This design comes from an exercise in tuning for small area, a short achievable clock period and few clock cycles on the open sky130 flow, not from production work. In this exercise RTL edits were held to simulation tests only and were not proved equivalent to the original.

## snr_power
module snr_power (
    input  wire        clk,
    input  wire        rst,
    input  wire        in_valid,
    output reg         in_ready,
    input  wire [63:0] in_x,
    input  wire [63:0] in_y,
    input  wire        in_last,
    output reg         out_valid,
    output reg  [63:0] out_sigpwr,
    output reg  [63:0] out_noisepwr
);
export LEC_CHECK = 0
export ABC_AREA = 1
export CAP_MARGIN = 35
export CORE_MARGIN = 2
export CORE_UTILIZATION = 60
export SLEW_MARGIN = 35
export SYNTH_HIERARCHICAL = 1
export SYNTH_MINIMUM_KEEP_SIZE = 0
create_clock -name core_clock -period 25.0 [get_ports {clk}]
standard.sh (not shown) runs the stock make flow with config.mk's settings and CLKGATE_MAP_FILE= SYNTH_SCRIPT=/design/flow/synth_recipe.tcl, a recipe that flattens the netlist after the stock synthesis.
==> flow/flow/run.sh <==
#!/bin/bash
# Layout flow: the standard flow (standard.sh, which runs the standard
# synthesis unchanged), with its timing repair asked for a setup margin so
# that it works the paths down towards a period well below the clock's, and
# the ports buffered with a plain buffer (buf_4) instead of the default pick.
# The constraints (clock, I/O delays, loads) are the design's own.
# make's full output goes to flow_make.log; ORFS keeps each step's log under
# orfs/logs.
set -euo pipefail
cd "$(dirname "$0")/.."
MARGIN=${MARGIN:-18.5}
bash standard.sh SETUP_SLACK_MARGIN="$MARGIN" TNS_END_PERCENT=100 \
    BUFFER_PORTS_ARGS="-buffer_cell sky130_fd_sc_hd__buf_4" finish > flow_make.log 2>&1
The starting point completed with no timing, DRC or antenna violations.
Testbench counts at the start, summed over its fixed seeds: cycles 25,434.
Change:
==> flow/flow/run.sh (replaced) <==
#!/bin/bash
# Layout flow: the standard flow (standard.sh, which runs the standard
# synthesis unchanged), with its timing repair asked for a setup margin so
# that it works the paths down towards a period well below the clock's.
# The constraints (clock, I/O delays, loads) are the design's own.
# make's full output goes to flow_make.log; ORFS keeps each step's log under
# orfs/logs.
set -euo pipefail
cd "$(dirname "$0")/.."
MARGIN=${MARGIN:-19.0}
bash standard.sh SETUP_SLACK_MARGIN="$MARGIN" TNS_END_PERCENT=100 finish > flow_make.log 2>&1
Result: The changed run produced a clean layout. Worst setup slack improves by 0.0050 ns. Global-route usage goes up by 0.78 points. Non-clock buffer count goes up by 369.

---

== P ==
Another version of the RTL of snr_power (not shown whole).
For scale: ~28000 cells after synthesis, ~260 I/O pins, ~200000 sq um of cells after synthesis.
Settings: LEC_CHECK=0, ABC_AREA=1, CAP_MARGIN=20, CORE_MARGIN=2, CORE_UTILIZATION=60, SLEW_MARGIN=20, SYNTH_HIERARCHICAL=1, SYNTH_MINIMUM_KEEP_SIZE=0; clock period 25.0 ns.
==> flow/flow/run.sh <==
#!/bin/bash
# Layout flow: the standard flow (standard.sh, which runs the standard
# synthesis unchanged), with its timing repair asked for a setup margin so
# that it works the paths down towards a period well below the clock's.
# The constraints (clock, I/O delays, loads) are the design's own.
# make's full output goes to flow_make.log; ORFS keeps each step's log under
# orfs/logs.
set -euo pipefail
cd "$(dirname "$0")/.."
MARGIN=${MARGIN:-18.5}
bash standard.sh SETUP_SLACK_MARGIN="$MARGIN" TNS_END_PERCENT=100 finish > flow_make.log 2>&1
Testbench counts of P, summed over its fixed seeds: cycles 25,426.
Input-level comparison between Q and P:
-- flow/flow/run.sh --
<<< P, line 4
# that it works the paths down towards a period well below the clock's.
>>> Q, line 4
# that it works the paths down towards a period well below the clock's, and
# the ports buffered with a plain buffer (buf_4) instead of the default pick.
<<< P, line 11
bash standard.sh SETUP_SLACK_MARGIN="$MARGIN" TNS_END_PERCENT=100 finish > flow_make.log 2>&1
>>> Q, line 12
bash standard.sh SETUP_SLACK_MARGIN="$MARGIN" TNS_END_PERCENT=100 \
    BUFFER_PORTS_ARGS="-buffer_cell sky130_fd_sc_hd__buf_4" finish > flow_make.log 2>&1
-- flow/config.mk --
<<< P, line 9
export CAP_MARGIN = 20
>>> Q, line 9
export CAP_MARGIN = 35
<<< P, line 12
export SLEW_MARGIN = 20
>>> Q, line 12
export SLEW_MARGIN = 35
## What came out
- Q: area taken by multi-input logic gates is about 0.4% lower than what P reported.
- Compared P against Q; global-route usage within noise.
Changes in R relative to Q:
-- flow/flow/run.sh --
<<< Q, line 4
# that it works the paths down towards a period well below the clock's, and
# the ports buffered with a plain buffer (buf_4) instead of the default pick.
>>> R, line 4
# that it works the paths down towards a period well below the clock's.
<<< Q, line 12
bash standard.sh SETUP_SLACK_MARGIN="$MARGIN" TNS_END_PERCENT=100 \
    BUFFER_PORTS_ARGS="-buffer_cell sky130_fd_sc_hd__buf_4" finish > flow_make.log 2>&1
>>> R, line 11
bash standard.sh SETUP_SLACK_MARGIN="$MARGIN" TNS_END_PERCENT=100 finish > flow_make.log 2>&1
Results
Against Q, the final cell area of R is lower. The post-CTS repair timing setup buffer count in R sits 22 below the value recorded for Q. Changes observed in R relative to Q: wire length of the first global-routing pass went down, global routing usage on met3 decreased 0.33 points. Run comparison: R capture point of the critical path out_sigpwr[36]; Q capture point of the critical path out_noisepwr[61]. Compared to Q, R shows a narrower setup margin. Compared with Q, R shows a higher final period demand of the worst path. R vs Q — layout overhead on the synthesized area dropped 0.52 points.
diff inputs: R => S
-- flow/config.mk --
<<< R, line 11
export CORE_UTILIZATION = 60
>>> S, line 11
export CORE_UTILIZATION = 70
Notes after the runs:
- The flow ended early for S: it failed with a tool error in global routing (5_1_grt).
- Summary: with R as the reference, number of buffers created by CTS in S moved down by a few percent.
- Width of the die sits lower in S than in R.
- Against R as the reference, S delivers a higher pre-CTS setup slack.
- In S, the floorplan die height came out 43 microns below the value in R.

---

RTL: one of the versions met above, not the one the previous note started from.
Size in the first run: roughly 28000 cells after synthesis, roughly 260 I/O pins.
export LEC_CHECK = 0
export ABC_AREA = 1
export CAP_MARGIN = 35
export CORE_MARGIN = 2
export CORE_UTILIZATION = 65
export SLEW_MARGIN = 35
export SYNTH_HIERARCHICAL = 1
export SYNTH_MINIMUM_KEEP_SIZE = 0
create_clock -name core_clock -period 25.0 [get_ports {clk}]
==> flow/flow/run.sh <==
#!/bin/bash
# Layout flow: the standard flow (standard.sh, which runs the standard
# synthesis unchanged), with its timing repair asked for a setup margin so
# that it works the paths down towards a period well below the clock's, and
# the ports buffered with a plain buffer (buf_4) instead of the default pick.
# The constraints (clock, I/O delays, loads) are the design's own.
# make's full output goes to flow_make.log; ORFS keeps each step's log under
# orfs/logs.
set -euo pipefail
cd "$(dirname "$0")/.."
MARGIN=${MARGIN:-18.5}
bash standard.sh SETUP_SLACK_MARGIN="$MARGIN" TNS_END_PERCENT=100 \
    BUFFER_PORTS_ARGS="-buffer_cell sky130_fd_sc_hd__buf_4" finish > flow_make.log 2>&1
The baseline produced a clean layout.
Testbench counts at the start, summed over its fixed seeds: cycles 25,434.
Rerun with:
==> flow/flow/run.sh (replaced) <==
#!/bin/bash
# Layout flow: the standard flow (standard.sh, which runs the standard
# synthesis unchanged), with its timing repair asked for a setup margin so
# that it works the paths down towards a period well below the clock's.
# The constraints (clock, I/O delays, loads) are the design's own.
# make's full output goes to flow_make.log; ORFS keeps each step's log under
# orfs/logs.
set -euo pipefail
cd "$(dirname "$0")/.."
MARGIN=${MARGIN:-18.5}
bash standard.sh SETUP_SLACK_MARGIN="$MARGIN" TNS_END_PERCENT=100 finish > flow_make.log 2>&1
CORE_UTILIZATION = 60   (was 65)
=> Sequential share of layout area barely changes. Worst setup slack gains 0.051 ns. Routed wire length rises by 1.7%. Worst hold slack is better by 0.0095 ns. Global-route usage came out lower by 2.7 points. Non-clock buffer count is higher by 21. Die area goes up by about 8%.

[port drivers added, routing unchanged]
Ports are ideal in the flow. The routed layouts listed here were re-timed in OpenROAD. Step 1, drivers: a clkbuf_16 drives clk and a buf_2 each remaining input, both assumed. Step 2 moves the port delays by t, midway between the first and last clock arrival at a register: inputs arrive t later, outputs are due t later. That takes back most of the time a late clock gives input paths. Three values: ideal, step 1, step 2; two values: the first two.
run | shift t [ns] | setup slack, ns | worst register clock-pin slew, ns | worst slew at a driven data input, ns | pins driven straight from the clock port
the first run of note 1 | 1.046 | 18.551 / 18.429 / 18.609 | 0.08 / 0.08 | 0.09 | 1
the second run of note 1 | 1.046 | 18.556 / 18.438 / 18.735 | 0.08 / 0.08 | 0.11 | 1
P | 1.018 | 18.391 / 18.270 / 18.474 | 0.08 / 0.08 | 0.08 | 1
Q | 0.994 | 18.385 / 18.270 / 18.586 | 0.08 / 0.08 | 0.10 | 1
R | 1.020 | 18.378 / 18.260 / 18.528 | 0.07 / 0.07 | 0.07 | 1
the first run of note 3 | 1.042 | 18.492 / 18.439 / 18.492 | 0.08 / 0.08 | 0.08 | 1
the second run of note 3 | 1.040 | 18.543 / 18.427 / 18.618 | 0.08 / 0.08 | 0.12 | 1
After both steps every run listed still meets setup and hold.
